From an optimization exercise on the open Yosys and OpenROAD flow, aimed at small area, a short achievable clock period and few clock cycles; shortcuts taken in it are not production practice. Function was checked by simulation only, so behaviour that the tests miss may differ from the original. Power is estimated from default activity; no workload was simulated.

<file path="design/flow/design.v">
module dci_serializer (
    input  wire        clk,
    input  wire        rst,         
    input  wire        cmd_valid,
    output wire        cmd_ready,
    input  wire [31:0] cmd_data,
    input  wire [3:0]  rd_idx,
    output reg  [31:0] rd_data,
    output reg         done
);
    localparam [3:0] C_ILLEGAL = 4'h1, C_RSVD_HDR = 4'h2, C_FINALIZED = 4'h3,
                     C_APP_WIDTH = 4'h4, C_APP_VALUE = 4'h5, C_OVERFLOW = 4'h6,
                     C_FIELD = 4'h7, C_RSVD_VAL = 4'h8, C_NRB = 4'h9,
                     C_FREQ = 4'hA, C_HOPCFG = 4'hB, C_PSIZE = 4'hC;
    localparam [3:0] K_WIDTH = 4'd0, K_NRB = 4'd1, K_HOPCNT = 4'd2, K_HOPFLAG = 4'd3,
                     K_HOPOFF = 4'd4, K_FREQ = 4'd5, K_SMI = 4'd6, K_TBS = 4'd7,
                     K_PSIZE = 4'd8;
    localparam [2:0] B_NONE = 3'd0, B_CLEAR = 3'd1, B_ZEROS = 3'd2, B_APPEND = 3'd3,
                     B_FINAL = 3'd4, B_FIELD = 3'd5, B_COMMIT = 3'd6, B_FAULT = 3'd7;
    reg          halted;
    reg          in_cmd;        
    reg  [7:0]   opc;
    reg  [3:0]   k;             
    reg  [8:0]   nrb;
    reg  [4:0]   fw;
    reg  [1:0]   h;
    reg          hf;
    reg          sulp, sul;
    reg  [1:0]   smi;
    reg          pb;            
    reg          pf;            
    reg  [3:0]   pcause, pfield;
    reg  [2:0]   b_op;
    reg          b_first;       
    reg  [31:0]  R;             
    reg  [7:0]   pos;           
    reg  [127:0] bank0, bank1;
    reg          acc_ptr, out_ptr;
    reg  [7:0]   acc_len, out_len;
    reg          acc_final, out_valid, fault;
    assign cmd_ready = ~halted;
    wire   accept = cmd_valid & ~halted;
    wire [31:0] v = cmd_data;
    wire       is_pack = opc[4];
    wire [2:0] o       = opc[2:0];
    reg  [3:0] nops;
    always @* begin
        if (!is_pack) nops = (o == 3'd2) ? 4'd2 : 4'd1;    
        else case (o)
            3'd0: nops = 4'd14;
            3'd1: nops = 4'd9;
            3'd2: nops = 4'd13;
            3'd3: nops = 4'd9;
            3'd4: nops = 4'd8;
            3'd5: nops = 4'd7;
            3'd6: nops = 4'd12;
            default: nops = 4'd6;
        endcase
    end
    wire last = (k == nops);
    reg  [7:0] ck;
    always @* begin
        ck = {K_WIDTH, 4'd0};
        case (o)
            3'd0: case (k)
                4'd1:  ck = {K_NRB, 4'd0};
                4'd2:  ck = {K_HOPCNT, 4'd0};
                4'd3:  ck = {K_HOPFLAG, 4'd0};
                4'd4:  ck = {K_HOPOFF, 4'd0};
                4'd5:  ck = {K_FREQ, 4'd0};
                4'd6:  ck = {K_WIDTH, 4'd4};
                4'd7:  ck = {K_WIDTH, 4'd5};
                4'd8:  ck = {K_WIDTH, 4'd1};
                4'd9:  ck = {K_WIDTH, 4'd2};
                4'd10: ck = {K_WIDTH, 4'd4};
                4'd11: ck = {K_WIDTH, 4'd2};
                4'd12: ck = {K_WIDTH, 4'd1};
                4'd13: ck = {K_WIDTH, 4'd1};
                default: ck = {K_PSIZE, 4'd0};
            endcase
            3'd1: case (k)
                4'd1:  ck = {K_NRB, 4'd0};
                4'd2:  ck = {K_HOPFLAG, 4'd0};
                4'd3:  ck = {K_HOPOFF, 4'd0};
                4'd4:  ck = {K_FREQ, 4'd0};
                4'd5:  ck = {K_WIDTH, 4'd4};
                4'd6:  ck = {K_WIDTH, 4'd5};
                4'd7:  ck = {K_WIDTH, 4'd2};
                4'd8:  ck = {K_WIDTH, 4'd2};
                default: ck = {K_PSIZE, 4'd0};
            endcase
            3'd2: case (k)
                4'd1:  ck = {K_NRB, 4'd0};
                4'd2:  ck = {K_FREQ, 4'd0};
                4'd3:  ck = {K_WIDTH, 4'd4};
                4'd4:  ck = {K_WIDTH, 4'd1};
                4'd5:  ck = {K_WIDTH, 4'd5};
                4'd6:  ck = {K_WIDTH, 4'd1};
                4'd7:  ck = {K_WIDTH, 4'd2};
                4'd8:  ck = {K_WIDTH, 4'd4};
                4'd9:  ck = {K_WIDTH, 4'd2};
                4'd10: ck = {K_WIDTH, 4'd2};
                4'd11: ck = {K_WIDTH, 4'd3};
                4'd12: ck = {K_WIDTH, 4'd3};
                default: ck = {K_PSIZE, 4'd0};
            endcase
            3'd3: case (k)
                4'd1:  ck = {K_NRB, 4'd0};
                4'd2:  ck = {K_SMI, 4'd0};
                4'd3:  ck = {K_WIDTH, 4'd8};
                4'd4:  ck = {K_FREQ, 4'd0};
                4'd5:  ck = {K_WIDTH, 4'd4};
                4'd6:  ck = {K_WIDTH, 4'd1};
                4'd7:  ck = {K_WIDTH, 4'd5};
                4'd8:  ck = {K_TBS, 4'd0};
                default: ck = {K_PSIZE, 4'd0};
            endcase
            3'd4: case (k)
                4'd1:  ck = {K_NRB, 4'd0};
                4'd2:  ck = {K_FREQ, 4'd0};
                4'd3:  ck = {K_WIDTH, 4'd4};
                4'd4:  ck = {K_WIDTH, 4'd1};
                4'd5:  ck = {K_WIDTH, 4'd5};
                4'd6:  ck = {K_WIDTH, 4'd2};
                4'd7:  ck = {K_WIDTH, 4'd1};
                default: ck = {K_PSIZE, 4'd0};
            endcase
            3'd5: case (k)
                4'd1:  ck = {K_NRB, 4'd0};
                4'd2:  ck = {K_FREQ, 4'd0};
                4'd3:  ck = {K_WIDTH, 4'd4};
                4'd4:  ck = {K_WIDTH, 4'd1};
                4'd5:  ck = {K_WIDTH, 4'd5};
                4'd6:  ck = {K_TBS, 4'd0};
                default: ck = {K_PSIZE, 4'd0};
            endcase
            3'd6: case (k)
                4'd1:  ck = {K_NRB, 4'd0};
                4'd2:  ck = {K_FREQ, 4'd0};
                4'd3:  ck = {K_WIDTH, 4'd4};
                4'd4:  ck = {K_WIDTH, 4'd1};
                4'd5:  ck = {K_WIDTH, 4'd5};
                4'd6:  ck = {K_WIDTH, 4'd1};
                4'd7:  ck = {K_WIDTH, 4'd2};
                4'd8:  ck = {K_WIDTH, 4'd4};
                4'd9:  ck = {K_WIDTH, 4'd2};
                4'd10: ck = {K_WIDTH, 4'd3};
                4'd11: ck = {K_WIDTH, 4'd3};
                default: ck = {K_PSIZE, 4'd0};
            endcase
            default: case (k)    
                4'd1:  ck = {K_WIDTH, 4'd1};
                4'd2:  ck = {K_WIDTH, 4'd14};
                4'd3:  ck = {K_WIDTH, 4'd4};
                4'd4:  ck = {K_WIDTH, 4'd4};
                4'd5:  ck = {K_WIDTH, 4'd3};
                default: ck = {K_WIDTH, 4'd1};
            endcase
        endcase
    end
    wire [3:0] ck_kind = ck[7:4];
    wire [3:0] ck_w    = ck[3:0];
    function [4:0] fw_of;
        input [8:0] n;
        begin
            if      (n <= 9'd1)   fw_of = 5'd0;
            else if (n <= 9'd2)   fw_of = 5'd2;
            else if (n <= 9'd3)   fw_of = 5'd3;
            else if (n <= 9'd5)   fw_of = 5'd4;
            else if (n <= 9'd7)   fw_of = 5'd5;
            else if (n <= 9'd10)  fw_of = 5'd6;
            else if (n <= 9'd15)  fw_of = 5'd7;
            else if (n <= 9'd22)  fw_of = 5'd8;
            else if (n <= 9'd31)  fw_of = 5'd9;
            else if (n <= 9'd44)  fw_of = 5'd10;
            else if (n <= 9'd63)  fw_of = 5'd11;
            else if (n <= 9'd90)  fw_of = 5'd12;
            else if (n <= 9'd127) fw_of = 5'd13;
            else if (n <= 9'd180) fw_of = 5'd14;
            else if (n <= 9'd255) fw_of = 5'd15;
            else                  fw_of = 5'd16;
        end
    endfunction
    function ge_pow;
        input [31:0] x;
        input [5:0]  w;
        integer j;
        begin
            ge_pow = 1'b0;
            for (j = 0; j < 32; j = j + 1)
                if (j >= w && x[j]) ge_pow = 1'b1;
        end
    endfunction
    wire [4:0] fw_free = fw - {3'd0, h};
    reg  [16:0] trow [0:8];
    integer     ti, tj;
    always @* begin
        for (ti = 0; ti < 9; ti = ti + 1) trow[ti] = 17'd0;
        trow[0][0] = nrb[0];
        for (ti = 1; ti < 9; ti = ti + 1)
            trow[ti] = trow[ti] | ({16'd0, nrb[ti]} << (2 * ti - 1));
        for (ti = 0; ti < 9; ti = ti + 1)
            for (tj = ti + 1; tj < 9; tj = tj + 1)
                trow[ti] = trow[ti] | ({16'd0, nrb[ti] & nrb[tj]} << (ti + tj));
    end
    wire [16:0] t_rb = trow[0] + trow[1] + trow[2] + trow[3] + trow[4] + trow[5] +
                       trow[6] + trow[7] + trow[8] + {9'd0, nrb[8:1]};
    reg  [7:0] nat;
    always @* begin
        case (o)
            3'd0:    nat = 8'd20 + {3'd0, fw} + {7'd0, sulp};
            3'd1:    nat = 8'd15 + {3'd0, fw};
            3'd6:    nat = 8'd26 + {3'd0, fw};
            default: nat = 8'd28 + {3'd0, fw};
        endcase
    end
    reg        ck_fail;
    reg  [3:0] ck_cause;
    always @* begin
        ck_fail  = 1'b0;
        ck_cause = C_FIELD;
        case (ck_kind)
            K_WIDTH: ck_fail = ge_pow(v, {2'd0, ck_w});
            K_NRB: begin
                ck_cause = C_NRB;
                ck_fail  = (v == 32'd0) || (v > 32'd275);
            end
            K_HOPCNT: begin
                ck_cause = C_RSVD_VAL;
                ck_fail  = (v != 32'd0) && (v != 32'd2) && (v != 32'd4);
            end
            K_HOPFLAG: begin
                if (v > 32'd1) ck_fail = 1'b1;
                else if (v[0] && (h == 2'd0 || fw < {3'd0, h})) begin
                    ck_fail  = 1'b1;
                    ck_cause = C_HOPCFG;
                end
            end
            K_HOPOFF: ck_fail = ge_pow(v, {4'd0, h});
            K_FREQ: begin
                ck_cause = C_FREQ;
                ck_fail  = (v[31:16] != 16'd0) || ({1'b0, v[15:0]} >= t_rb) ||
                           (hf && ge_pow(v, {1'b0, fw_free}));
            end
            K_SMI: begin
                if (v > 32'd3) ck_fail = 1'b1;
                else if (v == 32'd0) begin
                    ck_fail  = 1'b1;
                    ck_cause = C_RSVD_VAL;
                end
            end
            K_TBS: begin
                if (v > 32'd3) ck_fail = 1'b1;
                else if (v == 32'd3) begin
                    ck_fail  = 1'b1;
                    ck_cause = C_RSVD_VAL;
                end
            end
            default: begin    
                ck_cause = C_PSIZE;
                ck_fail  = (v[31:8] != 24'd0) || (v[7:0] > 8'd128) || (v[7:0] < nat);
            end
        endcase
    end
    reg  [4:0]  ew;
    reg  [31:0] ev;
    reg         eskip;     
    always @* begin
        ew = 5'd0;
        ev = 32'd0;
        eskip = 1'b0;
        case (o)
            3'd0, 3'd1: begin    
                case ((o == 3'd1 && k != 4'd1) ? k + 4'd1 : k)
                    4'd1:  begin ew = 5'd1; ev = 32'd0; end
                    4'd4:  begin ew = hf ? {3'd0, h} : 5'd0; ev = hf ? v : 32'd0; end
                    4'd5:  begin ew = hf ? fw_free : fw; ev = v; end
                    4'd6:  begin ew = 5'd5; ev = {v[30:0], hf}; end
                    4'd7:  begin ew = 5'd5; ev = v; end
                    4'd8:  if (o == 3'd0) begin ew = 5'd1; ev = v; end
                           else begin ew = 5'd2; ev = v; end    
                    4'd9:  begin ew = 5'd2; ev = v; end
                    4'd10: begin ew = 5'd4; ev = v; end
                    4'd11: begin ew = 5'd2; ev = v; end
                    default: ;
                endcase
            end
            3'd3: case (k)    
                4'd2:  begin ew = 5'd2;  ev = v; end
                4'd3:  begin ew = 5'd8;  ev = v; eskip = ~smi[1]; end
                4'd4:  begin ew = fw;    ev = v; eskip = ~smi[0]; end
                4'd5:  begin ew = 5'd4;  ev = v; eskip = ~smi[0]; end
                4'd6:  begin ew = 5'd1;  ev = v; eskip = ~smi[0]; end
                4'd7:  begin ew = 5'd5;  ev = v; eskip = ~smi[0]; end
                4'd8:  begin ew = 5'd2;  ev = v; eskip = ~smi[0]; end
                default: ;
            endcase
            3'd7: begin ew = {1'b0, ck_w}; ev = v; end    
            default: begin    
                if (k == 4'd1) begin
                    ew = (o == 3'd2 || o == 3'd6) ? 5'd1 : 5'd0;
                    ev = (o == 3'd2 || o == 3'd6) ? 32'd1 : 32'd0;
                end else if (k == 4'd2) begin
                    ew = fw; ev = v;
                end else if (!last) begin
                    ew = (ck_kind == K_TBS) ? 5'd2 : {1'b0, ck_w}; ev = v;
                end
            end
        endcase
    end
    wire       final_fwd = (b_op == B_FINAL || b_op == B_COMMIT) ? 1'b1 :
                           (b_op == B_CLEAR) ? 1'b0 : acc_final;
    wire       w_big     = (v[31:6] != 26'd0) || (v[5] && v[4:0] != 5'd0);
    wire [8:0] app_end   = {1'b0, acc_len} + {3'd0, v[5:0]};
    wire [8:0] zer_end   = {1'b0, acc_len} + {1'b0, v[7:0]};
    wire [7:0] pk_end = pos + {3'd0, ew};
    always @(posedge clk) begin
        if (rst) begin
            halted <= 1'b0;
            in_cmd <= 1'b0;
            opc    <= 8'd0;
            k      <= 4'd0;
            pf     <= 1'b0;
            pcause <= 4'd0;
            pfield <= 4'd0;
            b_op   <= B_NONE;
            b_first <= 1'b0;
        end else begin
            b_op    <= B_NONE;
            b_first <= 1'b0;
            if (accept) begin
                if (!in_cmd) begin
                    opc  <= v[7:0];
                    k    <= 4'd1;
                    pos  <= 8'd0;
                    pf   <= 1'b0;
                    hf   <= 1'b0;
                    sulp <= 1'b0;
                    pfield <= 4'd0;
                    if (v[31:8] != 24'd0) begin
                        pf <= 1'b1; pcause <= C_RSVD_HDR;
                        b_op <= B_FAULT; halted <= 1'b1;
                    end else case (v[7:0])
                        8'h01: b_op <= B_CLEAR;
                        8'h02, 8'h03, 8'h10, 8'h11, 8'h12, 8'h13,
                        8'h14, 8'h15, 8'h16, 8'h17: in_cmd <= 1'b1;
                        8'h04: if (final_fwd) begin
                                   pf <= 1'b1; pcause <= C_FINALIZED;
                                   b_op <= B_FAULT; halted <= 1'b1;
                               end else
                                   b_op <= B_FINAL;
                        default: begin
                            pf <= 1'b1; pcause <= C_ILLEGAL;
                            b_op <= B_FAULT; halted <= 1'b1;
                        end
                    endcase
                end else if (!is_pack) begin
                    k <= k + 4'd1;
                    if (o == 3'd3) begin    
                        in_cmd <= 1'b0;
                        pos    <= zer_end[7:0];
                        if (acc_final) begin
                            pf <= 1'b1; pcause <= C_FINALIZED; pfield <= 4'd0;
                            b_op <= B_FAULT; halted <= 1'b1;
                        end else if (v[31:8] != 24'd0 || zer_end > 9'd128) begin
                            pf <= 1'b1; pcause <= C_OVERFLOW; pfield <= 4'd1;
                            b_op <= B_FAULT; halted <= 1'b1;
                        end else
                            b_op <= B_ZEROS;
                    end else if (k == 4'd1) begin    
                        R <= v;
                    end else begin                   
                        in_cmd <= 1'b0;
                        pos    <= app_end[7:0];
                        if (acc_final) begin
                            pf <= 1'b1; pcause <= C_FINALIZED; pfield <= 4'd0;
                            b_op <= B_FAULT; halted <= 1'b1;
                        end else if (w_big) begin
                            pf <= 1'b1; pcause <= C_APP_WIDTH; pfield <= 4'd2;
                            b_op <= B_FAULT; halted <= 1'b1;
                        end else if (ge_pow(R, v[5:0])) begin
                            pf <= 1'b1; pcause <= C_APP_VALUE; pfield <= 4'd1;
                            b_op <= B_FAULT; halted <= 1'b1;
                        end else if (app_end > 9'd128) begin
                            pf <= 1'b1; pcause <= C_OVERFLOW; pfield <= 4'd2;
                            b_op <= B_FAULT; halted <= 1'b1;
                        end else
                            b_op <= B_APPEND;
                    end
                end else begin
                    k <= k + 4'd1;
                    if (!pf && ck_fail) begin
                        pf     <= 1'b1;
                        pcause <= ck_cause;
                        pfield <= k;
                    end
                    if (k == 4'd1) begin
                        pb  <= ~acc_ptr;
                        nrb <= v[8:0];
                        fw  <= fw_of(v[8:0]);
                        h   <= (v[8:0] < 9'd50) ? 2'd1 : 2'd2;    
                    end
                    if (o == 3'd0 && k == 4'd2)
                        h <= (v == 32'd4) ? 2'd2 : (v == 32'd2) ? 2'd1 : 2'd0;
                    if ((o == 3'd0 && k == 4'd3) || (o == 3'd1 && k == 4'd2))
                        hf <= v[0];
                    if (o == 3'd0 && k == 4'd12) sulp <= v[0];
                    if (o == 3'd0 && k == 4'd13) sul  <= v[0];
                    if (o == 3'd3 && k == 4'd2)  smi  <= v[1:0];
                    if (last) begin
                        in_cmd <= 1'b0;
                        if (pf || ck_fail) begin
                            b_op <= B_FAULT; halted <= 1'b1;
                        end else
                            b_op <= B_COMMIT;
                        if (o == 3'd7) begin    
                            R   <= v;
                            pos <= pk_end;
                        end else begin
                            R   <= {31'd0, (o == 3'd0) & sulp & sul};
                            pos <= v[7:0];
                        end
                    end else begin
                        b_op    <= eskip ? B_NONE : B_FIELD;
                        b_first <= (k == 4'd1);
                        R       <= ev;
                        pos     <= pk_end;
                    end
                end
            end
        end
    end
    wire [6:0]   b_s = 7'd0 - pos[6:0];
    wire [127:0] sh  = {96'd0, R} << b_s;
    reg  k0, k1, w0, w1;
    always @* begin
        k0 = 1'b1; k1 = 1'b1; w0 = 1'b0; w1 = 1'b0;
        if (rst) begin
            k0 = 1'b0; k1 = 1'b0;
        end else case (b_op)
            B_CLEAR:  if (out_ptr) k0 = 1'b0; else k1 = 1'b0;
            B_APPEND: if (acc_ptr) w1 = 1'b1; else w0 = 1'b1;
            B_FIELD, B_COMMIT: begin
                if (pb) begin w1 = 1'b1; k1 = ~b_first; end
                else    begin w0 = 1'b1; k0 = ~b_first; end
            end
            default: ;
        endcase
    end
    always @(posedge clk) begin
        bank0 <= (bank0 & {128{k0}}) | (sh & {128{w0}});
        bank1 <= (bank1 & {128{k1}}) | (sh & {128{w1}});
    end
    always @(posedge clk) begin
        if (rst) begin
            acc_ptr   <= 1'b0;
            acc_len   <= 8'd0;
            acc_final <= 1'b0;
            out_valid <= 1'b0;
            fault     <= 1'b0;
            done      <= 1'b0;
        end else begin
            done <= (b_op != B_NONE) && (b_op != B_FIELD);
            case (b_op)
                B_CLEAR: begin
                    acc_ptr   <= ~out_ptr;
                    acc_len   <= 8'd0;
                    acc_final <= 1'b0;
                end
                B_ZEROS, B_APPEND: acc_len <= pos;
                B_FINAL: begin
                    out_ptr   <= acc_ptr;
                    out_len   <= acc_len;
                    out_valid <= 1'b1;
                    acc_final <= 1'b1;
                end
                B_COMMIT: begin
                    acc_ptr   <= pb;
                    out_ptr   <= pb;
                    acc_len   <= pos;
                    out_len   <= pos;
                    out_valid <= 1'b1;
                    acc_final <= 1'b1;
                end
                B_FAULT: begin
                    fault     <= 1'b1;
                    out_valid <= 1'b0;
                end
                default: ;
            endcase
        end
    end
    wire       rd_acc = (rd_idx[3:2] == 2'd1);
    wire       rd_out = (rd_idx[3:2] == 2'd2);
    wire       rd_b1  = (rd_acc & acc_ptr) | (rd_out & out_ptr);
    wire       rd_b0  = (rd_acc & ~acc_ptr) | (rd_out & ~out_ptr);
    wire [3:0] rd_w   = 4'b0001 << rd_idx[1:0];
    wire [3:0] rd_s   = (rd_idx[3:2] == 2'd0) ? rd_w : 4'd0;
    integer    rj;
    always @* begin
        rd_data = ({32{rd_s[0]}} & {29'd0, out_valid, acc_final, fault}) |
                  ({32{rd_s[1] & fault}} & {12'd0, pfield, opc, 4'd0, pcause}) |
                  ({32{rd_s[2]}} & {24'd0, acc_len}) |
                  ({32{rd_s[3]}} & {24'd0, out_len});
        for (rj = 0; rj < 4; rj = rj + 1)
            rd_data = rd_data | ({32{rd_b0 & rd_w[rj]}} & bank0[127 - 32 * rj -: 32]) |
                                ({32{rd_b1 & rd_w[rj]}} & bank1[127 - 32 * rj -: 32]);
    end
endmodule
</file>
<file path="design/flow/run.sh">
#!/bin/bash
# synth_recipe.tcl (not shown) runs the flow's synth.tcl, then flattens the netlist and writes it again
# the make line also repeats each setting of config.mk as NAME=value (left out here)
make -C /OpenROAD-flow-scripts/flow DESIGN_CONFIG=/design/flow/config.mk WORK_HOME=/design/flow/orfs CLKGATE_MAP_FILE= SYNTH_SCRIPT=/design/flow/synth_recipe.tcl finish
</file>
<file path="design/flow/config.mk">
export PLATFORM = sky130hd
export DESIGN_NAME = dci_serializer
export DESIGN_NICKNAME = dci_serializer
export VERILOG_FILES = /design/flow/design.v
export SDC_FILE = /design/flow/constraint.sdc
export NUM_CORES = 4
export LEC_CHECK = 0
export CAP_MARGIN = 20
export CORE_MARGIN = 2
export CORE_UTILIZATION = 30
export PLACE_DENSITY = 0.45
export SLEW_MARGIN = 20
</file>
<file path="design/flow/constraint.sdc">
create_clock -name core_clock -period 14.0 [get_ports {clk}]
set_input_delay 2.8000 -clock core_clock [delete_from_list [all_inputs] [get_ports {clk}]]
set_output_delay 2.8000 -clock core_clock [all_outputs]
set_load 0.01 [all_outputs]
</file>
==> flow_metrics.py, run 1 <==
metrics = {
    "outcome": {
        "outcome": "timing/DRC/antenna clean",
    },
    "routing": {
        "dr.pass1.iters": 9,
        "ant_nets": 0,
        "drc": 0,
        "vias": 22600,
        "via_per_inst": 5.86,
        "wl_per_cell_um": 24.3,
        "drtIter0Drc": 2035,
        "drt_wl_total_um": 93700,
    },
    "yosys": {
        "async_flop_share_pct": 0,
        "syn_avg_cell_area_um2": 8.53,
        "yosysSeqAreaShare_pct": 36.0,
        "synth_nets": 2970,
        "synth_edf_count": 71,
        "syn_inst": 2811,
        "synthesis.area_mm2": 0.0240,
        "synth_cell_types": 85,
        "ys.flop_type": "dfxtp_1",
        "synth_warnings": 2,
        "yosys_register_bits": 396,
    },
    "critical_path": {
        "cpMostUsedCell": "clkdlybuf4s50_1",
        "critPathMaxFanout": 21,
        "max_stage_delay_ns": 0.57,
        "timing.critical_path.buf_inv": 3,
        "crit_family": "buffers and inverters",
        "crit_type": "input pin to output pin",
        "cp.arrival_ns": 5.93,
        "crit_path_cell_trace": "clkdlybuf4s50_1 > nor3b_1 > nor2_1 > nor2_2 > buf_4 > a22o_1 > a221oi_1 > nand3_1 > clkdlybuf4s50_1",
        "critPathRequiredTime_ns": 11.20,
        "crit_slowest_cell": "clkdlybuf4s50_1",
        "crit_path_end_kind": "output pin",
        "start_kind": "input pin",
    },
    "sta": {
        "worstMarginPinSlew_ns": 1.14,
        "rsz0062_at_grt": "no",
        "max_freq_mhz": 115,
        "setup_tns_ns": 0,
        "finalSetupViolCount": 0,
        "post-route-min-period_ns": 8.73,
        "layout_setup_ws_ns": 5.27,
        "hold_viol": 0,
        "clock_skew_ns": 0.0365,
        "fin_crit_sh_pct": 62.3,
        "drv_slew": 0,
        "hold_slack_ns": 0.458,
        "slew-limit-headroom_pct": 24.2,
    },
    "finish": {
        "regArea_mm2": 0.00864,
        "drive_above_1_share_pct": 8.40,
        "multi_input_area_mm2": 0.0144,
        "layout_common_cells": "nand2_1 (368), dfxtp_1 (325), o21ai_0 (207), a22o_1 (195), nor2_1 (176)",
        "fillCellCount": 8147,
        "layout_commonest_cell": "nand2_1",
        "final_nets": 2933,
        "fin_cells": 3860,
        "fin_util_pct": 34.7,
        "syn2layout_area_growth_pct": 14.6,
        "antenna_cells": 0,
    },
    "placed_design": {
        "dp_slack_ns": 5.37,
        "dp.cells": 3776,
        "dp_hpwl_um": 65700,
        "port-buffer-count": 72,
        "routabilityCongestion": 0.917,
    },
    "clocking": {
        "root_buffer": "clkbuf_16",
        "cts_resized": 0,
        "cts_tree": "built",
        "clkLatencyLatePin_ns": 0.61,
        "cts_num_sinks": 396,
        "htree_levels": 2,
        "cts.clk_slew.worst_paths_ns": 0.06,
        "cts_max_path_buffers": 3,
        "hold_buffers": 0,
        "cts_setup_buffers": 0,
        "numCtsBuffers": 46,
    },
    "power": {
        "intPower_mw": 2.18,
        "p_leak_nw": 10.2,
        "ir_worst_vdd_v": 0.0000945,
        "seq_power_share_pct": 38.4,
        "pwr_density_cell_mw_per_mm2": 115,
        "p_sw_share_pct": 31.0,
        "comb_power_share_pct": 19.0,
        "p_sw_mw": 0.979,
        "clock_power_share_pct": 42.6,
    },
    "die": {
        "die_y_um": 287,
        "io_pins": 73,
        "dieArea_mm2": 0.0822,
        "initial_core_util_pct": 30.3,
        "rows": 103,
        "fp.dieW_um": 287,
        "core-area_mm2": 0.0791,
    },
    "global_routing": {
        "grt_max_degree": 90,
        "track_usage_pct": 22.2,
        "grt_pass1_wl_um": 141000,
        "grt_pass1_vias": 22200,
        "overflow": 0,
        "antenna_found_initial": 1,
    },
    "hold_path": {
        "min_path_type": "register to register",
    },
    "flow_run": {
        "maxCapViolCount": 0,
    },
}
layer usage:
| layer | vias to the layer above | part of all wire (%) | track usage, % |
|---|---|---|---|
| li1 | 10400 | - | - |
| met2 | 818 | 48 | 37.7 |
| met1 | 11200 | 43 | 28.7 |
| met3 | 165 | 5.8 | 2.93 |
| met5 | - | 0 | 0 |
| met4 | 0 | 3.6 | 8.05 |
synth_stat cells (25+ instances only):
cell | instances | area [um^2]
a22o_1 | 195 | 1710
nand3_1 | 67 | 335
fa_1 | 25 | 500
o21ai_0 | 207 | 1040
nand2_1 | 368 | 1380
a22oi_1 | 91 | 683
nor2b_1 | 26 | 163
o21ai_1 | 34 | 170
inv_1 | 69 | 259
xnor2_1 | 28 | 245
clkbuf_1 | 186 | 698
nor3_1 | 47 | 235
ha_1 | 95 | 1190
a221o_1 | 32 | 320
a221oi_1 | 27 | 236
nor2_1 | 187 | 702
and2_1 | 28 | 175
dfxtp_1 | 325 | 6510
mux2i_1 | 55 | 551
mux4_2 | 25 | 563
a21oi_1 | 176 | 881
o22ai_1 | 69 | 432
edfxtp_1 | 71 | 2130
logic make-up (layout without fill, tap and decap cells):
| logic type | after synthesis | count (layout) | synth area share [%] |
|---|---|---|---|
| AO/OA/AOI/OAI | 1021 | 1021 | 29.3 |
| buffers and inverters | 290 | 289 | 4.66 |
| flip-flops | 396 | 396 | 36.0 |
| multiplexers | 98 | 98 | 5.52 |
| AND/OR/NAND/NOR | 836 | 836 | 15.6 |
| adder cells (fa/ha/maj) | 121 | 121 | 7.08 |
| XOR/XNOR | 49 | 49 | 1.79 |
state kept, by name (all words and copies together), names as in the netlist, 2 cells and up, named ones only:
| signal | flops |
|---|---|
| bank0 | 128 |
| bank1 | 128 |
| R | 32 |
| nrb | 9 |
| acc_len | 8 |
| opc | 8 |
| out_len | 8 |
| pos | 8 |
| fw | 5 |
| k | 4 |
| pcause | 4 |
| pfield | 4 |
| b_op | 3 |
| h | 2 |
| smi | 2 |
power groups by stage:
stage,logic (mW),registers [mW],clock network [mW]
5_1_grt,0.647,1.21,1.41
4_1_cts,0.592,1.21,1.37
2_1_floorplan,0.386,1.22,0
3_3_place_gp,0.586,1.24,0
3_5_place_dp,0.590,1.24,0
6_report,0.599,1.21,1.35
worst reg2reg max path: cells and delay by family, from the launching register on:
kind            cells  cell delay [ns]
compound gates     12             2.20
xor+xnor            1             0.09
fa+ha+maj           6             2.06
buf+inv             3             0.17
flops               1             0.56
mux                 1             0.30
simple gates        7             1.47
path summary, 6_finish.rpt:
kind | start | to | slack (ns) | depth (start not counted)
setup / recovery | rd_idx[3] | rd_data[2] | 5.27 | 9
setup reg to reg | nrb[3]$_DFFE_PP_ | pfield[0]$_SDFFE_PP0P_ | 7.05 | 30
hold reg to reg | bank0[75]$_DFF_P_ | bank0[75]$_DFF_P_ | 0.46 | 2
hold / removal | bank0[75]$_DFF_P_ | bank0[75]$_DFF_P_ | 0.46 | 2
final cells by class:
type | count | area share [%]
multi-input cells | 2125 | 52.4
flip-flops and latches | 396 | 31.4
clock buffers | 60 | 4.79
well taps | 1050 | 4.78
repair buffers | 131 | 4.21
clock inverters | 24 | 1.37
inverters | 74 | 1.01
stage by stage:
| stage | area (um^2) | total power [mW] |
|---|---|---|
| 3_5_place_dp | 25800 | 1.83 |
| 3_3_place_gp | 25800 | 1.82 |
| 6_report | 27500 | 3.16 |
| 4_1_cts | 27500 | 3.17 |
| 2_1_floorplan | 24000 | 1.60 |
| 5_1_grt | 27500 | 3.27 |
Testbench counts, summed over its fixed seeds: cycles 15,871.
==> run 2, diff against run 1 <==
==> design/flow/flow/run.sh (new file) <==
#!/bin/bash
# The standard layout, with repair_timing asked for 6.5 ns of setup slack and
# sky130_fd_sc_hd__buf_2 as the port buffer (every port still gets one).
# The clock, its period and the I/O constraints are the standard flow's, unchanged.
set -euo pipefail
bash standard.sh SETUP_SLACK_MARGIN=6.5 "BUFFER_PORTS_ARGS=-buffer_cell sky130_fd_sc_hd__buf_2" finish > make_finish.log 2>&1
==> design/flow/standard.sh (new file) <==
#!/bin/bash
# synth_recipe.tcl (not shown) runs the flow's synth.tcl, then flattens the netlist and writes it again
# the make line also repeats each setting of config.mk as NAME=value (left out here)
make -C /OpenROAD-flow-scripts/flow DESIGN_CONFIG=/design/flow/config.mk WORK_HOME=/design/flow/orfs CLKGATE_MAP_FILE= SYNTH_SCRIPT=/design/flow/synth_recipe.tcl "${@:-finish}"
removed: design/flow/run.sh
==> flow_metrics.py, run 2 <==
metrics = {
    "global_routing": {
        "overflow": 0,
        "grt_pass1_wl_um": 141000,
        "track_usage_pct": 22.2,
        "antenna_found_initial": 1,
        "grt_max_degree": 94,
        "grt_pass1_vias": 22100,
    },
    "sta": {
        "fin_crit_sh_pct": 53.0,
        "drv_slew": 0,
        "hold_viol": 0,
        "slew-limit-headroom_pct": 23.1,
        "hold_slack_ns": 0.457,
        "layout_setup_ws_ns": 6.58,
        "post-route-min-period_ns": 7.42,
        "rsz0062_at_grt": "no",
        "clock_skew_ns": 0.0321,
        "max_freq_mhz": 135,
        "setup_tns_ns": 0,
        "worstMarginPinSlew_ns": 1.15,
        "finalSetupViolCount": 0,
    },
    "power": {
        "ir_worst_vdd_v": 0.0000944,
        "intPower_mw": 2.09,
        "seq_power_share_pct": 39.4,
        "comb_power_share_pct": 19.4,
        "p_sw_mw": 0.977,
        "pwr_density_cell_mw_per_mm2": 113,
        "power.total_mw": 3.07,
        "p_leak_nw": 10.2,
        "p_sw_share_pct": 31.8,
        "clock_power_share_pct": 41.2,
    },
    "clocking": {
        "cts_num_sinks": 396,
        "cts.clk_slew.worst_paths_ns": 0.06,
        "clkLatencyLatePin_ns": 0.62,
        "htree_levels": 2,
        "numCtsBuffers": 46,
        "cts_tree": "built",
        "cts_max_path_buffers": 3,
        "root_buffer": "clkbuf_16",
        "hold_buffers": 0,
    },
    "die": {
        "core-area_mm2": 0.0791,
        "fp.dieW_um": 287,
        "dieArea_mm2": 0.0822,
        "rows": 103,
        "initial_core_util_pct": 30.3,
        "die_y_um": 287,
        "io_pins": 73,
    },
    "yosys": {
        "synth_nets": 2970,
        "yosysSeqAreaShare_pct": 36.0,
        "synth-adder-area-share_pct": 7.08,
        "ys.flop_type": "dfxtp_1",
        "yosys_register_bits": 396,
        "synth_simple_gate_area_share_pct": 15.6,
        "synth_cell_types": 85,
        "synthTopCellsByCount": "nand2_1 (368), dfxtp_1 (325), o21ai_0 (207)",
        "async_flop_share_pct": 0,
        "synth_warnings": 2,
        "yosysMostFrequentCell": "nand2_1",
        "synthesis.area_mm2": 0.0240,
        "synth_edf_count": 71,
        "synth_top_family_by_area": "compound AO/OA/AOI/OAI gates",
        "synth_mux_area_share_pct": 5.52,
        "yosys.area.top_type": "dfxtp_1",
        "synthXorXnorAreaFrac_pct": 1.79,
        "syn_inst": 2811,
        "ys_top_cells_by_area": "dfxtp_1 (27%), edfxtp_1 (8.9%), a22o_1 (7.1%), nand2_1 (5.8%), ha_1 (5.0%)",
        "yosys.area.top_type_share_pct": 27.1,
        "syn_avg_cell_area_um2": 8.53,
        "synth-compound-area-share_pct": 29.3,
    },
    "finish": {
        "fin_cells": 3856,
        "fin_util_pct": 34.3,
        "final_nets": 2931,
        "antenna_cells": 0,
        "multi_input_area_mm2": 0.0145,
        "fillCellCount": 8218,
        "finalInstanceArea_mm2": 0.0271,
        "drive_above_1_share_pct": 10.7,
        "layout_commonest_cell": "nand2_1",
        "regArea_mm2": 0.00864,
        "syn2layout_area_growth_pct": 13.0,
        "layout_common_cells": "nand2_1 (368), dfxtp_1 (325), o21ai_0 (207), a22o_1 (195), nor2_1 (175)",
        "largest_registers": "bank0: 128 flops, bank1: 128 flops, R: 32 flops",
    },
    "routing": {
        "via_per_inst": 5.84,
        "drc": 0,
        "dr.pass1.iters": 6,
        "wl_per_cell_um": 24.3,
        "drtIter0Drc": 2039,
        "ant_nets": 0,
        "vias": 22500,
        "drt_wl_total_um": 93800,
    },
    "critical_path": {
        "r2r_slack_ns": 6.98,
        "start_kind": "input pin",
        "critPathMaxFanout": 24,
        "cp.arrival_ns": 4.62,
        "crit_type": "input pin to output pin",
        "critPathRequiredTime_ns": 11.20,
        "crit_path_end_kind": "output pin",
    },
    "placed_design": {
        "place_area_mm2": 0.0254,
        "dp.cells": 3767,
        "dp_slack_ns": 5.97,
        "routabilityCongestion": 0.903,
        "port-buffer-count": 72,
        "dp_hpwl_um": 65100,
    },
    "outcome": {
        "outcome": "timing/DRC/antenna clean",
    },
    "flow_run": {
        "maxCapViolCount": 0,
    },
    "hold_path": {
        "min_path_type": "register to register",
    },
}
-- run 2: cell types whose count changed in the layout (fill, tap and decap cells not counted), sizes merged --
cell / delta
clkinvlp: -1
clkbuf: +4
inv: -2
clkdlybuf4s50: -71
buf: +69
bufinv: -4
clkinv: +1
-- run 2: layer usage --
layer | up-vias | GRT usage, % | routed length (um)
met5 | - | 0 | 12
met4 | 2 | 7.85 | 3310
met3 | 154 | 2.89 | 5160
met2 | 771 | 37.5 | 44400
met1 | 11200 | 29.2 | 40900
li1 | 10500 | - | -
-- run 2: repair_timing --
item	CTS	global route
setup endpoints to repair	31	21
gates resized for setup	14	3
buffers inserted	3	3
pin swaps	4	2
endpoints found under the hold margin	0	0
-- run 2: cell families after synthesis --
logic type,Yosys count
AOI/OAI and AO/OA,1021
and+or+nand+nor,836
DFF,396
buffers and inverters,290
adders and majority gates,121
muxes,98
xor gates and xnor gates,49
-- run 2: worst max-delay path, cell delays in order --
cell     delay (ns)
buf_4          0.29
nor2b_1        0.37
and3_2         0.58
a22oi_1        0.14
nand3_1        0.24
buf_2          0.18
-- run 2: power groups by stage --
stage	sequential (mW)	combinational (mW)	clock, mW
2_1_floorplan	1.22	0.386	0
3_3_place_gp	1.23	0.580	0
3_5_place_dp	1.23	0.583	0
4_1_cts	1.21	0.588	1.28
5_1_grt	1.21	0.645	1.33
6_report	1.21	0.596	1.26
-- run 2: final cells by class --
class                      instances  share of cell area [%]
sequential                       396                    31.9
tap                             1050                    4.85
timing repair buffer             129                    3.08
multi-input combinational       2125                    53.4
clock buffer                      64                    4.83
clock inverter                    18                   0.983
inverter                          74                    1.02
-- run 2: worst paths after layout --
path / startpoint / end / cells past startpoint
worst min register to register: bank1[31]$_DFF_P_ / bank1[31]$_DFF_P_ / 2
worst max-delay path: rd_idx[0] / rd_data[2] / 6
worst max register to register: nrb[3]$_DFFE_PP_ / pfield[0]$_SDFFE_PP0P_ / 30
worst min-delay path: bank1[31]$_DFF_P_ / bank1[31]$_DFF_P_ / 2
==> run 3, diff against run 2 <==
--- a/design/flow/config.mk
+++ b/design/flow/config.mk
@@ -8,5 +8,6 @@
 export CAP_MARGIN = 20
 export CORE_MARGIN = 2
 export CORE_UTILIZATION = 30
+export CTS_BUF_LIST = sky130_fd_sc_hd__clkbuf_4
 export PLACE_DENSITY = 0.45
 export SLEW_MARGIN = 20
==> flow_metrics.py, run 3 <==
metrics = {
    "critical_path": {
        "cp.arrival_ns": 4.66,
        "timing.rr.end": "pfield[0]$_SDFFE_PP0P_",
        "critPathMaxFanout": 21,
        "reg2regPathDepth": 30,
        "start_kind": "input pin",
        "critPathRequiredTime_ns": 11.20,
        "r2r_slack_ns": 7.05,
        "rr_startpoint": "nrb[3]$_DFFE_PP_",
        "crit_path_end_kind": "output pin",
        "crit_type": "input pin to output pin",
    },
    "power": {
        "clock_power_share_pct": 37.4,
        "intPower_mw": 1.89,
        "pwr_density_cell_mw_per_mm2": 107,
        "p_leak_nw": 10.3,
        "seq_power_share_pct": 41.9,
        "power.total_mw": 2.89,
        "comb_power_share_pct": 20.8,
        "p_sw_mw": 1.00,
        "p_sw_share_pct": 34.6,
        "ir_worst_vdd_v": 0.0000530,
    },
    "sta": {
        "slew-limit-headroom_pct": 24.8,
        "fin_crit_sh_pct": 53.3,
        "clock_skew_ns": 0.0832,
        "rsz0062_at_grt": "yes",
        "hold_slack_ns": 0.461,
        "post-route-min-period_ns": 7.46,
        "layout_setup_ws_ns": 6.54,
        "max_freq_mhz": 134,
        "finalSetupViolCount": 0,
        "hold_viol": 0,
        "drv_slew": 0,
        "worstMarginPinSlew_ns": 1.13,
        "setup_tns_ns": 0,
    },
    "finish": {
        "largest_registers": "bank0: 128 flops, bank1: 128 flops, R: 32 flops",
        "layout_commonest_cell": "nand2_1",
        "finalInstanceArea_mm2": 0.0270,
        "syn2layout_area_growth_pct": 12.5,
        "drive_above_1_share_pct": 13.8,
        "fin_util_pct": 34.1,
        "fillCellCount": 8298,
        "fin_cells": 3973,
        "layout_common_cells": "nand2_1 (368), dfxtp_1 (325), o21ai_0 (207), a22o_1 (195), nor2_1 (175)",
        "final_nets": 3001,
    },
    "placed_design": {
        "place_area_mm2": 0.0254,
        "routabilityCongestion": 0.903,
        "dp_slack_ns": 5.97,
        "port-buffer-count": 72,
        "dp.cells": 3767,
        "dp_hpwl_um": 65100,
    },
    "routing": {
        "via_per_inst": 5.84,
        "met1_length_um": 40500,
        "ant_nets": 0,
        "vias": 23200,
        "met3WireLength_um": 5980,
        "drtIter0Drc": 1903,
        "wl_per_cell_um": 23.8,
        "dr.pass1.iters": 9,
        "top_layer": "met4",
        "drc": 0,
        "wl_met2_um": 44700,
        "drt_wl_total_um": 94500,
    },
    "hold_path": {
        "hold_depth": 2,
        "min_path_type": "register to register",
        "hold_end": "bank0[22]$_DFF_P_",
        "min_from": "bank0[22]$_DFF_P_",
    },
    "die": {
        "rows": 103,
        "core-area_mm2": 0.0791,
        "dieArea_mm2": 0.0822,
        "die_y_um": 287,
        "fp.dieW_um": 287,
        "io_pins": 73,
        "initial_core_util_pct": 30.3,
    },
    "yosys": {
        "synth_cell_types": 85,
        "synth_nets": 2970,
        "yosys.area.top_type_share_pct": 27.1,
        "yosys.area.top_type": "dfxtp_1",
        "syn_inst": 2811,
        "async_flop_share_pct": 0,
        "yosysMostFrequentCell": "nand2_1",
        "synthTopCellsByCount": "nand2_1 (368), dfxtp_1 (325), o21ai_0 (207)",
        "syn_avg_cell_area_um2": 8.53,
        "synthesis.area_mm2": 0.0240,
        "ys_top_cells_by_area": "dfxtp_1 (27%), edfxtp_1 (8.9%), a22o_1 (7.1%), nand2_1 (5.8%), ha_1 (5.0%)",
        "ys.flop_type": "dfxtp_1",
        "synth_warnings": 2,
        "yosysSeqAreaShare_pct": 36.0,
        "yosys_register_bits": 396,
        "synth_edf_count": 71,
    },
    "clocking": {
        "numCtsBuffers": 113,
        "hold_buffers": 0,
        "cts.clk_slew.worst_paths_ns": 0.06,
        "cts_max_path_buffers": 3,
        "root_buffer": "clkbuf_4",
        "cts_num_sinks": 396,
        "clkLatencyLatePin_ns": 0.98,
        "cts_tree": "built",
        "htree_levels": 3,
    },
    "global_routing": {
        "grt_max_degree": 94,
        "track_usage_pct": 22.5,
        "grt_pass1_wl_um": 143000,
        "overflow": 0,
        "antenna_found_initial": 3,
        "grt_pass1_vias": 22900,
    },
    "flow_run": {
        "maxCapViolCount": 0,
    },
    "outcome": {
        "outcome": "timing/DRC/antenna clean",
    },
}
[run 3: how the worst max path moves through the flow]
| stage | from | depth (start not counted) | endpoint |
|---|---|---|---|
| finish | rd_idx[3] | 10 | rd_data[1] |
| global route | rd_idx[3] | 10 | rd_data[1] |
| CTS | rd_idx[2] | 10 | rd_data[1] |
| detailed placement | rd_idx[1] | 8 | rd_data[1] |
| global placement | rd_idx[1] | 8 | rd_data[1] |
| floorplan | rd_idx[2] | 8 | rd_data[24] |
[run 3: power by group through the flow]
stage / clock network, mW / registers [mW] / logic, mW
after detailed placement: 0 / 1.23 / 0.583
final: 1.08 / 1.21 / 0.600
after CTS: 1.11 / 1.21 / 0.587
after global placement: 0 / 1.23 / 0.580
after global routing: 1.17 / 1.21 / 0.647
after floorplan: 0 / 1.22 / 0.386
[run 3: routing by layer]
layer	track usage, %	vias to the layer above
li1	-	10700
met4	9.14	0
met2	37.4	920
met5	0	-
met3	3.75	184
met1	29.1	11500
[run 3: area by class of cell]
| cell class | instances | area, um^2 | area share [%] |
|---|---|---|---|
| multi-input combinational | 2125 | 14500 | 53.6 |
| sequential | 396 | 8640 | 32.0 |
| tap | 1050 | 1310 | 4.87 |
| clock buffer | 160 | 1200 | 4.45 |
| timing repair buffer | 132 | 891 | 3.30 |
| inverter | 74 | 278 | 1.03 |
| clock inverter | 30 | 184 | 0.682 |
| antenna | 6 | 15.0 | 0.0556 |
[run 3: cell families after synthesis]
logic type	count (synthesis)	synth area share, %
XOR/XNOR	49	1.79
AND/OR/NAND/NOR	836	15.6
buffers and inverters	290	4.66
adder cells (fa/ha/maj)	121	7.08
AO/OA/AOI/OAI	1021	29.3
multiplexers	98	5.52
flip-flops	396	36.0
[run 3: critical path: stages]
cell      delay, ns
buf_2          0.13
nor3b_2        0.17
nor2_4         0.26
nor2_4         0.08
buf_12         0.15
buf_6          0.19
a22o_1         0.27
a221oi_1       0.21
nand3_1        0.20
buf_2          0.20
[run 3: what timing repair did]
item                                    4_1_cts  5_1_grt
pin swaps                                     4        3
buffers inserted                              2        6
gates resized for setup                      14        3
endpoints found under the setup margin       31       21
==> run 4, diff against run 3 <==
--- a/design/flow/config.mk
+++ b/design/flow/config.mk
@@ -8,6 +8,6 @@
 export CAP_MARGIN = 20
 export CORE_MARGIN = 2
 export CORE_UTILIZATION = 30
-export CTS_BUF_LIST = sky130_fd_sc_hd__clkbuf_4
+export CTS_BUF_LIST = sky130_fd_sc_hd__clkbuf_8
 export PLACE_DENSITY = 0.45
 export SLEW_MARGIN = 20
==> flow_metrics.py, run 4 <==
metrics = {
    "outcome": {
        "outcome": "timing/DRC/antenna clean",
    },
    "yosys": {
        "synth_cell_types": 85,
        "yosys.area.top_type_share_pct": 27.1,
        "yosys_register_bits": 396,
        "synthXorXnorAreaFrac_pct": 1.79,
        "synthTopCellsByCount": "nand2_1 (368), dfxtp_1 (325), o21ai_0 (207)",
        "synthesis.area_mm2": 0.0240,
        "synth_warnings": 2,
        "yosysMostFrequentCell": "nand2_1",
        "async_flop_share_pct": 0,
        "yosys.area.top_type": "dfxtp_1",
        "syn_inst": 2811,
        "synth_mux_area_share_pct": 5.52,
        "ys.flop_type": "dfxtp_1",
        "yosysSeqAreaShare_pct": 36.0,
        "synth_top_family_by_area": "compound AO/OA/AOI/OAI gates",
        "synth-compound-area-share_pct": 29.3,
        "synth_nets": 2970,
        "synth_simple_gate_area_share_pct": 15.6,
        "syn_avg_cell_area_um2": 8.53,
        "synth_edf_count": 71,
        "ys_top_cells_by_area": "dfxtp_1 (27%), edfxtp_1 (8.9%), a22o_1 (7.1%), nand2_1 (5.8%), ha_1 (5.0%)",
        "synth-adder-area-share_pct": 7.08,
    },
    "power": {
        "ir_worst_vdd_v": 0.0000695,
        "seq_power_share_pct": 39.9,
        "pwr_density_cell_mw_per_mm2": 112,
        "clock_power_share_pct": 40.4,
        "p_sw_mw": 1.01,
        "p_sw_share_pct": 33.4,
        "comb_power_share_pct": 19.7,
        "intPower_mw": 2.02,
        "p_leak_nw": 10.4,
    },
    "routing": {
        "drtIter0Drc": 1966,
        "ant_nets": 0,
        "dr.pass1.iters": 5,
        "wl_per_cell_um": 24.2,
        "via_per_inst": 5.84,
        "drc": 0,
        "drt_wl_total_um": 94500,
        "vias": 22800,
    },
    "finish": {
        "layout_commonest_cell": "nand2_1",
        "layout_common_cells": "nand2_1 (368), dfxtp_1 (325), o21ai_0 (207), a22o_1 (195), nor2_1 (175)",
        "multi_input_area_mm2": 0.0145,
        "syn2layout_area_growth_pct": 13.0,
        "fin_util_pct": 34.3,
        "final_nets": 2962,
        "drive_above_1_share_pct": 11.9,
        "largest_registers": "bank0: 128 flops, bank1: 128 flops, R: 32 flops",
        "fillCellCount": 8260,
        "regArea_mm2": 0.00864,
    },
    "clocking": {
        "cts_max_path_buffers": 3,
        "htree_levels": 3,
        "hold_buffers": 0,
        "cts.clk_slew.worst_paths_ns": 0.05,
        "clkLatencyLatePin_ns": 0.71,
        "cts_num_sinks": 396,
        "root_buffer": "clkbuf_8",
        "numCtsBuffers": 77,
        "cts_tree": "built",
    },
    "hold_path": {
        "min_path_type": "register to register",
        "min_from": "bank1[31]$_DFF_P_",
        "hold_depth": 2,
        "hold_end": "bank1[31]$_DFF_P_",
    },
    "global_routing": {
        "grt_pass1_vias": 22500,
        "overflow": 0,
        "grt_pass1_wl_um": 143000,
        "track_usage_pct": 22.5,
        "antenna_found_initial": 2,
        "grt_max_degree": 94,
    },
    "die": {
        "dieArea_mm2": 0.0822,
        "core-area_mm2": 0.0791,
        "fp.dieW_um": 287,
        "initial_core_util_pct": 30.3,
        "die_y_um": 287,
        "io_pins": 73,
        "rows": 103,
    },
    "sta": {
        "max_freq_mhz": 135,
        "clock_skew_ns": 0.0375,
        "finalSetupViolCount": 0,
        "drv_slew": 0,
        "hold_viol": 0,
        "post-route-min-period_ns": 7.42,
        "fin_crit_sh_pct": 53.0,
        "setup_tns_ns": 0,
        "layout_setup_ws_ns": 6.58,
        "worstMarginPinSlew_ns": 1.18,
        "rsz0062_at_grt": "no",
        "slew-limit-headroom_pct": 21.6,
    },
    "critical_path": {
        "cp.arrival_ns": 4.62,
        "critPathMaxFanout": 24,
        "r2r_slack_ns": 7.02,
        "start_kind": "input pin",
        "timing.rr.end": "pfield[0]$_SDFFE_PP0P_",
        "critPathRequiredTime_ns": 11.20,
        "reg2regPathDepth": 30,
        "crit_type": "input pin to output pin",
        "rr_startpoint": "nrb[3]$_DFFE_PP_",
        "crit_path_end_kind": "output pin",
    },
    "placed_design": {
        "dp_hpwl_um": 65100,
        "routabilityCongestion": 0.903,
        "port-buffer-count": 72,
        "dp_slack_ns": 5.97,
    },
    "flow_run": {
        "maxCapViolCount": 0,
    },
}
run 4: critical path: stages:
cell and delay, ns:
buf_4 0.29, nor2b_1 0.36, and3_2 0.60, a22oi_1 0.15, nand3_1 0.23, buf_2 0.17
run 4: power groups by stage:
stage / clock, mW / sequential, mW / combinational (mW)
after floorplan: 0 / 1.22 / 0.386
after global placement: 0 / 1.23 / 0.580
after CTS: 1.25 / 1.21 / 0.588
after global routing: 1.30 / 1.21 / 0.645
after detailed placement: 0 / 1.23 / 0.583
final: 1.23 / 1.21 / 0.597
run 4: how the worst max path moves through the flow:
stage                    from           to  slack (ns)
finish              rd_idx[0]   rd_data[2]        6.58
global route        rd_idx[2]   rd_data[2]        6.50
CTS                 rd_idx[2]   rd_data[3]        6.52
detailed placement  rd_idx[1]   rd_data[1]        5.97
global placement    rd_idx[1]   rd_data[1]        6.04
floorplan           rd_idx[2]  rd_data[24]        6.66
run 4: through the flow:
stage	hold WS (ns)	std cells	power, mW	instance area, um^2
3_3_place_gp	0.435	3767	1.81	25400
6_report	0.451	3908	3.03	27100
3_5_place_dp	0.443	3767	1.82	25400
2_1_floorplan	0.420	2811	1.60	24000
4_1_cts	0.454	3903	3.05	27000
5_1_grt	0.477	3908	3.16	27100
run 4: repair_timing:
action	4_1_cts	5_1_grt
buffers inserted	3	3
gates resized for setup	14	3
endpoints found under the setup margin	31	21
pin swaps	4	2
cloned	0	0
run 4: kinds of logic after synthesis:
group | Yosys count
AOI/OAI and AO/OA | 1021
buffers and inverters | 290
xor gates and xnor gates | 49
and+or+nand+nor | 836
adders and majority gates | 121
muxes | 98
DFF | 396
run 4: metal layers:
layer / global-route usage, % / wire, um / vias up
li1: - / - / 10500
met1: 29.3 / 40900 / 11300
met2: 37.4 / 44600 / 855
met3: 3.55 / 5490 / 172
met4: 8.62 / 3530 / 0
met5: 0 / 0 / -
run 4: area by class of cell:
cell class,count,share of cell area (%)
Timing Repair Buffer,129,3.08
Clock inverter,44,1.32
Multi-Input combinational cell,2125,53.3
Tap cell,1050,4.85
Sequential cell,396,31.9
Inverter,74,1.02
Antenna cell,1,0.00923
Clock buffer,89,4.52
==> run 5, diff against run 4 <==
--- a/design/flow/config.mk
+++ b/design/flow/config.mk
@@ -8,6 +8,7 @@
 export CAP_MARGIN = 20
 export CORE_MARGIN = 2
 export CORE_UTILIZATION = 30
-export CTS_BUF_LIST = sky130_fd_sc_hd__clkbuf_8
+export CTS_CLUSTER_DIAMETER = 90
+export CTS_CLUSTER_SIZE = 30
 export PLACE_DENSITY = 0.45
 export SLEW_MARGIN = 20
==> flow_metrics.py, run 5 <==
metrics = {
    "outcome": {
        "outcome": "timing/DRC/antenna clean",
    },
    "finish": {
        "drive_above_1_share_pct": 9.96,
        "syn2layout_area_growth_pct": 10.2,
        "layout_common_cells": "nand2_1 (368), dfxtp_1 (325), o21ai_0 (207), a22o_1 (195), nor2_1 (175)",
        "final_nets": 2910,
        "fillCellCount": 8267,
        "fin_util_pct": 33.4,
        "finalInstanceArea_mm2": 0.0264,
        "largest_registers": "bank0: 128 flops, bank1: 128 flops, R: 32 flops",
        "layout_commonest_cell": "nand2_1",
    },
    "power": {
        "comb_power_share_pct": 22.3,
        "clock_power_share_pct": 32.5,
        "pwr_density_cell_mw_per_mm2": 101,
        "intPower_mw": 1.72,
        "p_sw_mw": 0.952,
        "p_leak_nw": 9.91,
        "ir_worst_vdd_v": 0.0000910,
        "p_sw_share_pct": 35.6,
        "seq_power_share_pct": 45.2,
    },
    "sta": {
        "clock_skew_ns": 0.0392,
        "fin_crit_sh_pct": 52.9,
        "slew-limit-headroom_pct": 23.0,
        "max_freq_mhz": 135,
        "worstMarginPinSlew_ns": 1.16,
        "finalSetupViolCount": 0,
        "hold_viol": 0,
        "drv_slew": 0,
        "rsz0062_at_grt": "no",
        "setup_tns_ns": 0,
        "post-route-min-period_ns": 7.41,
    },
    "die": {
        "io_pins": 73,
        "initial_core_util_pct": 30.3,
        "core-area_mm2": 0.0791,
        "fp.dieW_um": 287,
        "die_y_um": 287,
        "rows": 103,
        "dieArea_mm2": 0.0822,
    },
    "critical_path": {
        "r2r_slack_ns": 7.00,
        "cp.arrival_ns": 4.61,
        "crit_type": "input pin to output pin",
        "critPathMaxFanout": 24,
        "crit_slowest_cell": "and3_2",
        "start_kind": "input pin",
        "timing.critical_path.buf_inv": 2,
        "crit_path_cell_trace": "buf_4 > nor2b_1 > and3_2 > a22oi_1 > nand3_1 > buf_2",
        "crit_family": "simple AND/OR/NAND/NOR gates",
        "max_stage_delay_ns": 0.58,
        "critPathRequiredTime_ns": 11.20,
        "crit_path_end_kind": "output pin",
    },
    "routing": {
        "drtIter0Drc": 1908,
        "wl_per_cell_um": 24.3,
        "ant_nets": 0,
        "via_per_inst": 5.88,
        "vias": 22500,
        "dr.pass1.iters": 6,
        "drc": 0,
        "drt_wl_total_um": 93000,
    },
    "clocking": {
        "clkLatencyLatePin_ns": 0.62,
        "cts_tree": "built",
        "numCtsBuffers": 25,
        "htree_levels": 1,
        "cts_num_sinks": 396,
        "root_buffer": "clkbuf_16",
        "cts_max_path_buffers": 3,
        "cts.clk_slew.worst_paths_ns": 0.11,
        "hold_buffers": 0,
    },
    "placed_design": {
        "routabilityCongestion": 0.903,
        "port-buffer-count": 72,
        "dp_hpwl_um": 65100,
        "place_area_mm2": 0.0254,
    },
    "yosys": {
        "yosys.area.top_type_share_pct": 27.1,
        "syn_avg_cell_area_um2": 8.53,
        "yosysSeqAreaShare_pct": 36.0,
        "synth_cell_types": 85,
        "synth_warnings": 2,
        "synthesis.area_mm2": 0.0240,
        "yosys_register_bits": 396,
        "syn_inst": 2811,
        "yosys.area.top_type": "dfxtp_1",
        "synth_nets": 2970,
        "synth_edf_count": 71,
        "ys_top_cells_by_area": "dfxtp_1 (27%), edfxtp_1 (8.9%), a22o_1 (7.1%), nand2_1 (5.8%), ha_1 (5.0%)",
        "yosysMostFrequentCell": "nand2_1",
        "async_flop_share_pct": 0,
        "synthTopCellsByCount": "nand2_1 (368), dfxtp_1 (325), o21ai_0 (207)",
        "ys.flop_type": "dfxtp_1",
    },
    "flow_run": {
        "maxCapViolCount": 0,
    },
    "global_routing": {
        "overflow": 0,
        "track_usage_pct": 22.1,
        "antenna_found_initial": 1,
        "grt_pass1_wl_um": 141000,
        "grt_pass1_vias": 21900,
        "grt_max_degree": 94,
    },
    "hold_path": {
        "min_path_type": "register to register",
    },
}
[run 5: cell counts after synthesis]
Identical to the previous run, type by type.
[run 5: per-stage QoR]
| stage | power, mW | setup WS (ns) | hold slack, ns | cells |
|---|---|---|---|---|
| 2_1_floorplan | 1.60 | 6.66 | 0.420 | 2811 |
| 3_3_place_gp | 1.81 | 6.04 | 0.435 | 3767 |
| 3_5_place_dp | 1.82 | 5.97 | 0.443 | 3767 |
| 4_1_cts | 2.68 | 6.52 | 0.468 | 3816 |
| 5_1_grt | 2.78 | 6.50 | 0.491 | 3820 |
| 6_report | 2.67 | 6.59 | 0.466 | 3821 |
[run 5: logic make-up after synthesis]
family	after synthesis	synth area share, %
mux	98	5.52
simple gates	836	15.6
buf+inv	290	4.66
compound gates	1021	29.3
xor+xnor	49	1.79
flops	396	36.0
fa+ha+maj	121	7.08
[run 5: final cells by class]
type / instances / area [um^2] / share of cell area, %
Antenna cell: 1 / 2.50 / 0.00947
Clock buffer: 25 / 626 / 2.37
Clock inverter: 21 / 279 / 1.06
Inverter: 74 / 278 / 1.05
Multi-Input combinational cell: 2125 / 14500 / 54.7
Sequential cell: 396 / 8640 / 32.7
Tap cell: 1050 / 1310 / 4.97
Timing Repair Buffer: 129 / 836 / 3.16
[run 5: routing by layer]
layer / vias to the layer above / global-route usage (%) / share of wire [%]
met3: 134 / 2.42 / 5.5
met5: - / 0 / 0.014
met1: 11100 / 29.5 / 43
li1: 10400 / - / -
met2: 806 / 37.2 / 48
met4: 2 / 7.20 / 3.5
[run 5: worst reg2reg max path, delay by kind of cell (launching register included)]
family                   cells  cell delay, ns
AO/OA/AOI/OAI               12            2.24
buffers and inverters        3            0.17
multiplexers                 1            0.30
XOR/XNOR                     1            0.08
flip-flops                   1            0.57
adder cells (fa/ha/maj)      6            2.03
AND/OR/NAND/NOR              7            1.51
[run 5: worst paths after layout]
kind,cells after the start,to,start
min,2,bank1[31]$_DFF_P_,bank1[31]$_DFF_P_
max reg2reg,30,pfield[1]$_SDFFE_PP0P_,nrb[3]$_DFFE_PP_
max,6,rd_data[2],rd_idx[0]
min reg2reg,2,bank1[31]$_DFF_P_,bank1[31]$_DFF_P_
[run 5: power groups by stage]
stage / clock network, mW / registers [mW] / logic (mW)
after floorplan: 0 / 1.22 / 0.386
after global placement: 0 / 1.23 / 0.580
after detailed placement: 0 / 1.23 / 0.583
after CTS: 0.887 / 1.21 / 0.588
after global routing: 0.926 / 1.21 / 0.645
final: 0.869 / 1.21 / 0.597
[run 5: timing repair]
action,4_1_cts,5_1_grt
buffers inserted,3,3
endpoints found under the hold margin,0,0
setup endpoints to repair,31,21
pin swaps,4,2
gates resized for setup,14,3
==> run 6, diff against run 5 <==
==> design/flow/flow/run.sh (replaced) <==
#!/bin/bash
# The standard layout, with repair_timing asked for 6.5 ns of setup slack and
# sky130_fd_sc_hd__buf_4 as the port buffer (every port still gets one).
# The clock, its period and the I/O constraints are the standard flow's, unchanged.
set -euo pipefail
bash standard.sh SETUP_SLACK_MARGIN=6.5 "BUFFER_PORTS_ARGS=-buffer_cell sky130_fd_sc_hd__buf_4" finish > make_finish.log 2>&1
--- a/design/flow/config.mk
+++ b/design/flow/config.mk
@@ -8,7 +8,5 @@
 export CAP_MARGIN = 20
 export CORE_MARGIN = 2
 export CORE_UTILIZATION = 30
-export CTS_CLUSTER_DIAMETER = 90
-export CTS_CLUSTER_SIZE = 30
 export PLACE_DENSITY = 0.45
 export SLEW_MARGIN = 20
==> flow_metrics.py, run 6 <==
metrics = {
    "placed_design": {
        "place_area_mm2": 0.0256,
        "dp_hpwl_um": 65300,
        "port-buffer-count": 72,
        "routabilityCongestion": 0.926,
    },
    "yosys": {
        "ys_top_cells_by_area": "dfxtp_1 (27%), edfxtp_1 (8.9%), a22o_1 (7.1%), nand2_1 (5.8%), ha_1 (5.0%)",
        "syn_avg_cell_area_um2": 8.53,
        "synthesis.area_mm2": 0.0240,
        "synth_warnings": 2,
        "syn_inst": 2811,
        "synth_nets": 2970,
        "async_flop_share_pct": 0,
        "yosys.area.top_type_share_pct": 27.1,
        "synthTopCellsByCount": "nand2_1 (368), dfxtp_1 (325), o21ai_0 (207)",
        "yosys_register_bits": 396,
        "yosys.area.top_type": "dfxtp_1",
        "synth_cell_types": 85,
        "yosysSeqAreaShare_pct": 36.0,
        "synth_edf_count": 71,
        "ys.flop_type": "dfxtp_1",
        "yosysMostFrequentCell": "nand2_1",
    },
    "sta": {
        "post-route-min-period_ns": 7.45,
        "hold_viol": 0,
        "clock_skew_ns": 0.0301,
        "max_freq_mhz": 134,
        "fin_crit_sh_pct": 53.2,
        "finalSetupViolCount": 0,
        "drv_slew": 0,
        "rsz0062_at_grt": "yes",
        "worstMarginPinSlew_ns": 1.05,
        "setup_tns_ns": 0,
        "slew-limit-headroom_pct": 29.2,
    },
    "hold_path": {
        "hold_end": "bank0[15]$_DFF_P_",
        "min_from": "bank0[15]$_DFF_P_",
        "hold_depth": 2,
        "min_path_type": "register to register",
    },
    "clocking": {
        "htree_levels": 2,
        "hold_buffers": 0,
        "cts_num_sinks": 396,
        "cts_tree": "built",
        "clkLatencyLatePin_ns": 0.63,
        "cts.clk_slew.worst_paths_ns": 0.06,
        "numCtsBuffers": 47,
        "root_buffer": "clkbuf_16",
        "cts_max_path_buffers": 3,
    },
    "die": {
        "io_pins": 73,
        "rows": 103,
        "die_y_um": 287,
        "initial_core_util_pct": 30.3,
        "fp.dieW_um": 287,
        "dieArea_mm2": 0.0822,
        "core-area_mm2": 0.0791,
    },
    "critical_path": {
        "cp.arrival_ns": 4.65,
        "crit_path_end_kind": "output pin",
        "rr_startpoint": "nrb[3]$_DFFE_PP_",
        "critPathMaxFanout": 24,
        "start_kind": "input pin",
        "timing.rr.end": "pfield[1]$_SDFFE_PP0P_",
        "crit_type": "input pin to output pin",
        "r2r_slack_ns": 7.28,
        "reg2regPathDepth": 30,
        "critPathRequiredTime_ns": 11.20,
    },
    "routing": {
        "wl_per_cell_um": 24.3,
        "drtIter0Drc": 1892,
        "vias": 22600,
        "drc": 0,
        "drt_wl_total_um": 93800,
        "via_per_inst": 5.84,
        "ant_nets": 0,
        "dr.pass1.iters": 6,
    },
    "global_routing": {
        "grt_pass1_vias": 22000,
        "overflow": 0,
        "track_usage_pct": 22.4,
        "grt_max_degree": 82,
        "antenna_found_initial": 2,
        "grt_pass1_wl_um": 142000,
    },
    "finish": {
        "layout_commonest_cell": "nand2_1",
        "drive_above_1_share_pct": 11.0,
        "fillCellCount": 8241,
        "finalInstanceArea_mm2": 0.0273,
        "antenna_cells": 0,
        "syn2layout_area_growth_pct": 14.0,
        "largest_registers": "bank0: 128 flops, bank1: 128 flops, R: 32 flops",
        "final_nets": 2931,
        "layout_common_cells": "nand2_1 (368), dfxtp_1 (325), o21ai_0 (207), a22o_1 (195), nor2_1 (175)",
        "fin_util_pct": 34.5,
    },
    "power": {
        "power.total_mw": 3.10,
        "p_leak_nw": 10.3,
        "pwr_density_cell_mw_per_mm2": 113,
        "ir_worst_vdd_v": 0.0000908,
    },
    "outcome": {
        "outcome": "timing/DRC/antenna clean",
    },
    "flow_run": {
        "maxCapViolCount": 0,
    },
}
## run 6: logic make-up after synthesis
kind of cell	Yosys count	share of synthesized area, %
mux	98	5.52
fa+ha+maj	121	7.08
simple gates	836	15.6
compound gates	1021	29.3
xor+xnor	49	1.79
buf+inv	290	4.66
flops	396	36.0
## run 6: stage by stage
step	hold WS (ns)	setup WS [ns]	cells
CTS	0.456	6.50	3853
finish	0.454	6.55	3860
detailed placement	0.442	6.11	3765
global route	0.478	6.45	3860
floorplan	0.420	6.66	2811
global placement	0.438	6.13	3765
## run 6: worst max-delay path, cell delays in order
cell and delay (ns):
buf_4 0.28, nand2b_1 0.27, nor2_4 0.13, buf_6 0.22, a22o_1 0.25, a221oi_1 0.27
nand3_1 0.22, buf_4 0.20
## run 6: routing by layer
metal | wire (um) | up-vias | global-route usage, %
met1 | 40600 | 11100 | 29.7
met2 | 44200 | 826 | 37.0
met5 | 0 | - | 0
met4 | 3400 | 0 | 8.31
met3 | 5640 | 164 | 2.98
li1 | - | 10500 | -
## run 6: layout make-up
class	instances	area (um^2)	area share [%]
multi-input cells	2125	14500	53.0
flip-flops and latches	396	8640	31.6
clock buffers	63	1350	4.93
well taps	1050	1310	4.81
repair buffers	128	997	3.65
inverters	74	278	1.02
clock inverters	24	277	1.01
## run 6: worst max-delay path by stage
| stage | cells past startpoint | endpoint | from |
|---|---|---|---|
| floorplan | 8 | rd_data[24] | rd_idx[2] |
| global placement | 10 | rd_data[1] | rd_idx[3] |
| detailed placement | 10 | rd_data[1] | rd_idx[3] |
| CTS | 9 | rd_data[2] | rd_idx[3] |
| global route | 8 | rd_data[0] | rd_idx[0] |
| finish | 8 | rd_data[0] | rd_idx[0] |
## run 6: what timing repair did
action / CTS / global route
pin swaps: 3 / 4
endpoints found under the setup margin: 32 / 14
gates resized for setup: 14 / 5
setup buffers: 1 / 7
## run 6: power breakdown
group          internal, mW  leakage (nW)  total [mW]  switching (mW)
Sequential             1.18          3.27        1.21          0.0269
Combinational         0.178          6.23       0.600           0.422
Clock                 0.740         0.794        1.29           0.547

separate check: timing with driven ports:
In the flow no input, the clock included, has a driving cell. The finished layouts below were timed again as built, in two steps. Step 1 sets driving cells, clkbuf_16 on the clock port and buf_2 on the other inputs (assumed; they add their load-dependent delay and slew). Step 2 moves the port delays by t, midway between the first and last clock arrival at a register: inputs arrive t later, outputs are due t later. That takes back most of the time a late clock gives input paths. a / b / c = no drivers / after step 1 / after step 2; a / b = the first two.
run | shift t [ns] | setup slack, ns | latest minus earliest clock arrival (ns) | worst register clock-pin slew, ns | worst slew at a driven data input, ns
run 1 | 0.649 | 5.271 / 5.233 / 5.233 | 0.037 / 0.037 | 0.07 / 0.07 | 0.06
run 2 | 0.667 | 6.582 / 6.556 / 6.556 | 0.036 / 0.035 | 0.06 / 0.06 | 0.05
run 3 | 0.992 | 6.536 / 6.502 / 6.502 | 0.089 / 0.089 | 0.08 / 0.08 | 0.05
run 4 | 0.745 | 6.580 / 6.554 / 6.554 | 0.046 / 0.046 | 0.07 / 0.07 | 0.05
run 5 | 0.666 | 6.589 / 6.560 / 6.560 | 0.039 / 0.040 | 0.12 / 0.12 | 0.05
run 6 | 0.674 | 6.546 / 6.519 / 6.519 | 0.037 / 0.037 | 0.07 / 0.07 | 0.06
After both steps setup and hold are still met in every run listed. The setup slack of run 1, which loses most, moves by -0.038 ns with the drivers and by -0.038 ns with both steps.
